From an optimization exercise on the open Yosys and OpenROAD flow, aimed at a short achievable clock period and few clock cycles; shortcuts taken in it are not production practice. Only simulation tests tie the RTL to the original design; equivalence was not proved. Power is estimated from default activity; no workload was simulated.

==> run X: inputs <==
==> flow/design.v <==
module yarisc_core (
    input  wire        clk,
    input  wire        rst,           
    output wire        mem_req,
    output wire        mem_we,
    output wire [15:0] mem_addr,
    output wire [15:0] mem_wdata,
    input  wire        mem_ready,
    input  wire [15:0] mem_rdata,     
    output wire        halted,
    output wire        panicked,
    output wire [1:0]  panic_code,    
    input  wire [3:0]  dbg_sel,
    output wire [15:0] dbg_data
);
    localparam [1:0] PH_EMPTY = 2'd0, PH_DEC = 2'd1, PH_DATA = 2'd2, PH_STOP = 2'd3;
    localparam [5:0] OP_MOV = 6'h01, OP_LDR = 6'h02, OP_STR = 6'h04,
                     OP_ADD = 6'h10, OP_ADC = 6'h11, OP_JMP = 6'h2A,
                     OP_JCC = 6'h2C, OP_NOP = 6'h3E, OP_HLT = 6'h3F;
    localparam [1:0] P_INVALID = 2'd1, P_MEMACCESS = 2'd2, P_NONZERO = 2'd3;
    reg [1:0]  ph;
    reg [15:0] regs [0:6];            
    reg [15:0] ip;                    
    reg        flag_c, flag_z;
    reg [15:0] ir;                    
    reg [15:0] imm;                   
    reg        immv;                  
    reg [15:0] pb;                    
    reg        pbv;
    reg [15:0] fa;                    
    reg        mwe;
    reg [15:0] wd;
    reg        halt_r, panic_r;
    reg [1:0]  pcode;
    function [15:0] rd_reg(input [2:0] idx);
        rd_reg = (idx == 3'd7) ? ip : regs[idx];
    endfunction
    wire [5:0] op    = ir[5:0];
    wire       sel   = ir[15];
    wire       loc   = ir[14];
    wire       as_b  = ir[13];
    wire [2:0] f_op0 = ir[8:6];
    wire [2:0] f_op1 = ir[11:9];
    wire [2:0] f_op2 = ir[14:12];
    wire [15:0] simm = {{12{ir[12]}}, ir[12:9]};
    wire is_mov = (op == OP_MOV);
    wire is_ldr = (op == OP_LDR);
    wire is_str = (op == OP_STR);
    wire is_add = (op == OP_ADD);
    wire is_adc = (op == OP_ADC);
    wire is_jmp = (op == OP_JMP);
    wire is_jcc = (op == OP_JCC);
    wire is_nop = (op == OP_NOP);
    wire is_hlt = (op == OP_HLT);
    wire two_op   = is_mov | is_ldr | is_str;
    wire three_op = is_add | is_adc;
    wire legal    = two_op | three_op | is_jmp | is_jcc | is_nop | is_hlt;
    wire two_word = ((two_op | three_op) & sel & loc) | ((is_jmp | is_jcc) & sel);
    reg [15:0] mbz;
    always @(*) begin
        mbz = 16'h0000;
        if (two_op) begin
            if (!sel)      mbz = 16'h7000;
            else if (!loc) mbz = 16'h2000;
            else           mbz = 16'h3E00;
        end else if (three_op) begin
            if (sel && loc) mbz = 16'h1000;
        end else if (is_jmp) begin
            if (sel) mbz = 16'h7FC0;
        end else if (is_jcc) begin
            mbz = sel ? 16'h3F00 : 16'h0100;
        end else if (is_nop || is_hlt) begin
            mbz = 16'hFFC0;
        end
    end
    wire bad_bits = |(ir & mbz);
    reg [15:0] opb, opc;
    always @(*) begin
        opb = 16'h0000;
        opc = 16'h0000;
        if (two_op) begin
            if (!sel)      opb = rd_reg(f_op1);
            else           opb = simm;
        end else begin
            if (!sel) begin
                opb = rd_reg(f_op1);
                opc = rd_reg(f_op2);
            end else if (!loc) begin
                if (!as_b) begin opb = simm;           opc = rd_reg(f_op0); end
                else       begin opb = rd_reg(f_op0);  opc = simm;          end
            end else begin
                if (!as_b) begin opb = imm;            opc = rd_reg(f_op1); end
                else       begin opb = rd_reg(f_op1);  opc = imm;           end
            end
        end
    end
    wire [16:0] sum = {1'b0, opb} + {1'b0, opc} + {16'h0000, is_adc & flag_c};
    wire [15:0] jmp_target  = {{6{ir[14]}}, ir[14:6], 1'b0};
    wire [15:0] jcc_target  = {{10{ir[13]}}, ir[13:9], 1'b0};
    wire [2:0]  jcc_m       = {1'b0, flag_z, flag_c} & ir[8:6];
    wire        jcc_taken   = ir[14] ? (jcc_m == 3'b000) : (jcc_m != 3'b000);
    wire [15:0] fa2 = fa + 16'd2;
    wire [15:0] ip2 = ip + 16'd2;
    wire [15:0] st_val = rd_reg(f_op0);
    wire [15:0] st_val_l = (f_op0 == 3'd7) ? fa2 : regs[f_op0];
    wire        wr_alu   = is_mov | three_op;
    wire [15:0] alu_res  = is_mov ? opb : sum[15:0];
    wire        e_jump   = (wr_alu & (f_op0 == 3'd7)) | is_jmp | (is_jcc & jcc_taken);
    wire [15:0] e_target = wr_alu ? alu_res : is_jmp ? jmp_target : jcc_target;
    assign mem_req    = ~(halt_r | panic_r);
    assign mem_we     = mwe;
    assign mem_addr   = fa;
    assign mem_wdata  = wd;
    assign halted     = halt_r;
    assign panicked   = panic_r;
    assign panic_code = pcode;
    assign dbg_data   = dbg_sel[3] ? {14'h0000, flag_z, flag_c} : rd_reg(dbg_sel[2:0]);
    task automatic wr_reg(input [2:0] idx, input [15:0] val);
        if (idx == 3'd7) ip <= val;
        else             regs[idx] <= val;
    endtask
    task automatic do_panic(input [1:0] code);
        begin
            pcode   <= code;
            panic_r <= 1'b1;
            ph      <= PH_STOP;
            mwe     <= 1'b0;
        end
    endtask
    integer i;
    always @(posedge clk) begin
        if (rst) begin
            ph      <= PH_EMPTY;
            ip      <= 16'h0000;
            flag_c  <= 1'b0;
            flag_z  <= 1'b0;
            pcode   <= 2'd0;
            ir      <= 16'h0000;
            imm     <= 16'h0000;
            immv    <= 1'b0;
            pb      <= 16'h0000;
            pbv     <= 1'b0;
            fa      <= 16'h0000;
            mwe     <= 1'b0;
            wd      <= 16'h0000;
            halt_r  <= 1'b0;
            panic_r <= 1'b0;
            for (i = 0; i < 7; i = i + 1)
                regs[i] <= 16'h0000;
        end else begin
            case (ph)
                PH_EMPTY: begin
                    if (fa[0]) begin
                        do_panic(P_MEMACCESS);
                    end else if (mem_ready) begin
                        ir   <= mem_rdata;
                        immv <= 1'b0;
                        ip   <= fa2;
                        fa   <= fa2;
                        ph   <= PH_DEC;
                    end
                end
                PH_DEC: begin
                    if (!legal) begin
                        do_panic(P_INVALID);
                    end else if (two_word && !immv) begin
                        if (mem_ready) begin
                            imm  <= mem_rdata;
                            immv <= 1'b1;
                            ip   <= fa2;
                            fa   <= fa2;
                            if (is_jmp) begin
                                ip <= mem_rdata;
                                fa <= mem_rdata;
                                ph <= PH_EMPTY;
                            end else if (is_jcc) begin
                                if (jcc_taken) begin
                                    ip <= mem_rdata;
                                    fa <= mem_rdata;
                                end
                                ph <= PH_EMPTY;
                            end else if (is_mov) begin
                                if (f_op0 == 3'd7) fa <= mem_rdata;
                                wr_reg(f_op0, mem_rdata);
                                flag_z <= (mem_rdata == 16'h0000);
                                ph <= PH_EMPTY;
                            end else if (is_ldr || is_str) begin
                                if (mem_rdata[0]) begin
                                    do_panic(P_MEMACCESS);
                                end else begin
                                    fa  <= mem_rdata;
                                    mwe <= is_str;
                                    wd  <= st_val_l;
                                    pbv <= 1'b0;
                                    ph  <= PH_DATA;
                                end
                            end
                            if (bad_bits && (is_jmp || is_jcc || is_mov)) do_panic(P_NONZERO);
                        end
                    end else if (is_ldr || is_str) begin
                        if (opb[0]) begin
                            do_panic(P_MEMACCESS);
                        end else begin
                            fa  <= opb;
                            mwe <= is_str;
                            wd  <= st_val;
                            pb  <= mem_rdata;
                            pbv <= mem_ready;
                            ph  <= PH_DATA;
                        end
                    end else begin
                        if (wr_alu) wr_reg(f_op0, alu_res);
                        if (wr_alu) flag_z <= (alu_res == 16'h0000);
                        if (three_op) flag_c <= sum[16];
                        if (bad_bits) begin
                            if (e_jump) ip <= e_target;
                            do_panic(P_NONZERO);
                        end else if (is_hlt) begin
                            halt_r <= 1'b1;
                            ph     <= PH_STOP;
                        end else if (e_jump) begin
                            ip <= e_target;
                            fa <= e_target;
                            ph <= PH_EMPTY;
                        end else if (mem_ready) begin
                            ir   <= mem_rdata;
                            immv <= 1'b0;
                            ip   <= fa2;
                            fa   <= fa2;
                        end else begin
                            ph <= PH_EMPTY;
                        end
                    end
                end
                PH_DATA: begin
                    if (mem_ready) begin
                        mwe <= 1'b0;
                        if (is_ldr) wr_reg(f_op0, mem_rdata);
                        if (bad_bits) begin
                            do_panic(P_NONZERO);
                        end else if (is_ldr && f_op0 == 3'd7) begin
                            fa <= mem_rdata;
                            ph <= PH_EMPTY;
                        end else if (pbv) begin
                            ir   <= (is_str && fa == ip) ? wd : pb;
                            immv <= 1'b0;
                            ip   <= ip2;
                            fa   <= ip2;
                            ph   <= PH_DEC;
                        end else begin
                            fa <= ip;
                            ph <= PH_EMPTY;
                        end
                        pbv <= 1'b0;
                    end
                end
                default: ;   
            endcase
        end
    end
endmodule
==> flow/run.sh <==
#!/bin/bash
# synth_recipe.tcl (not shown) runs the flow's synth.tcl, then flattens the netlist and writes it again
# the make line also repeats each setting of config.mk as NAME=value (left out here)
make -C /OpenROAD-flow-scripts/flow DESIGN_CONFIG=/design/flow/config.mk WORK_HOME=/design/flow/orfs CLKGATE_MAP_FILE= SYNTH_SCRIPT=/design/flow/synth_recipe.tcl finish
==> flow/config.mk <==
export PLATFORM = sky130hd
export DESIGN_NAME = yarisc_core
export DESIGN_NICKNAME = yarisc_core
export VERILOG_FILES = /design/flow/design.v
export SDC_FILE = /design/flow/constraint.sdc
export NUM_CORES = 4
export LEC_CHECK = 0
export CAP_MARGIN = 20
export CORE_MARGIN = 2
export CORE_UTILIZATION = 40
export PLACE_DENSITY = 0.6
export SETUP_SLACK_MARGIN = 4
export SLEW_MARGIN = 20
==> flow/constraint.sdc <==
create_clock -name core_clock -period 8.0 [get_ports {clk}]
set_input_delay 1.6000 -clock core_clock [delete_from_list [all_inputs] [get_ports {clk}]]
set_output_delay 1.6000 -clock core_clock [all_outputs]
set_load 0.01 [all_outputs]
==> run M (differences from run X) <==
SETUP_SLACK_MARGIN = not set   (was 4)
==> results.py <==
metrics = {
    "run_status": {
        "status": "no timing/DRC/antenna violations",
    },
    "cells_and_area": {
        "clock_area_frac": 0.03966,
        "area_growth_syn_to_layout_pct": 27.84,
        "regArea_um2": 6038,
    },
    "grt": {
        "grtUsageTotal": 0.4051,
        "met1_usage": 0.5222,
        "grt_pass1_wl_um": 158800,
    },
    "worst_setup_path": {
        "cp.buffers_inverters": 3,
        "r2r_slack_ns": 3.33,
    },
    "power": {
        "swShare": 0.5117,
    },
}
The numbers above come from run X.

==> results.py <==
metrics = {
    "run_status": {
        "status": "no timing/DRC/antenna violations",
    },
    "worst_setup_path": {
        "cp.buffers_inverters": 4,
        "r2r_slack_ns": 1.49,
    },
    "cells_and_area": {
        "area_growth_syn_to_layout_pct": 11.57,
        "clock_area_frac": 0.04251,
    },
    "grt": {
        "grt_pass1_wl_um": 149700,
    },
}
The numbers above come from run M.

Testbench counts of run X, summed over its fixed seeds: cycles 70,465.
Testbench counts of run M, summed over its fixed seeds: cycles 70,465.

[afterwards: timing with drivers on the ports]
The results above use ideal ports. As a check the final layouts listed here were re-extracted and re-timed, cells and wires unchanged.
Step 1 sets driving cells, clkbuf_16 on the clock port and buf_2 on the other inputs (assumed; they add their load-dependent delay and slew).
Step 2 times the ports against the registers' clock, not the clock port: input delays grow and output delays shrink by t, the midpoint of the rising clock arrivals with the driver on.
Slacks: no drivers / after step 1 / after step 2; pairs: no drivers / after step 1.
| run | t, ns | setup WS [ns] | hold slack, ns | worst slew at a driven data input, ns |
|---|---|---|---|---|
| run X | 0.637 | 3.326 / 3.326 / 3.147 | 0.485 / 0.485 / 0.485 | 0.10 |
| run M | 0.674 | 1.493 / 1.493 / 1.493 | 0.489 / 0.489 / 0.489 | 0.04 |
After both steps setup and hold are still met in every run listed. For run X, which loses most, drivers alone change the setup slack by 0.000 ns; drivers and shift together by -0.179 ns.
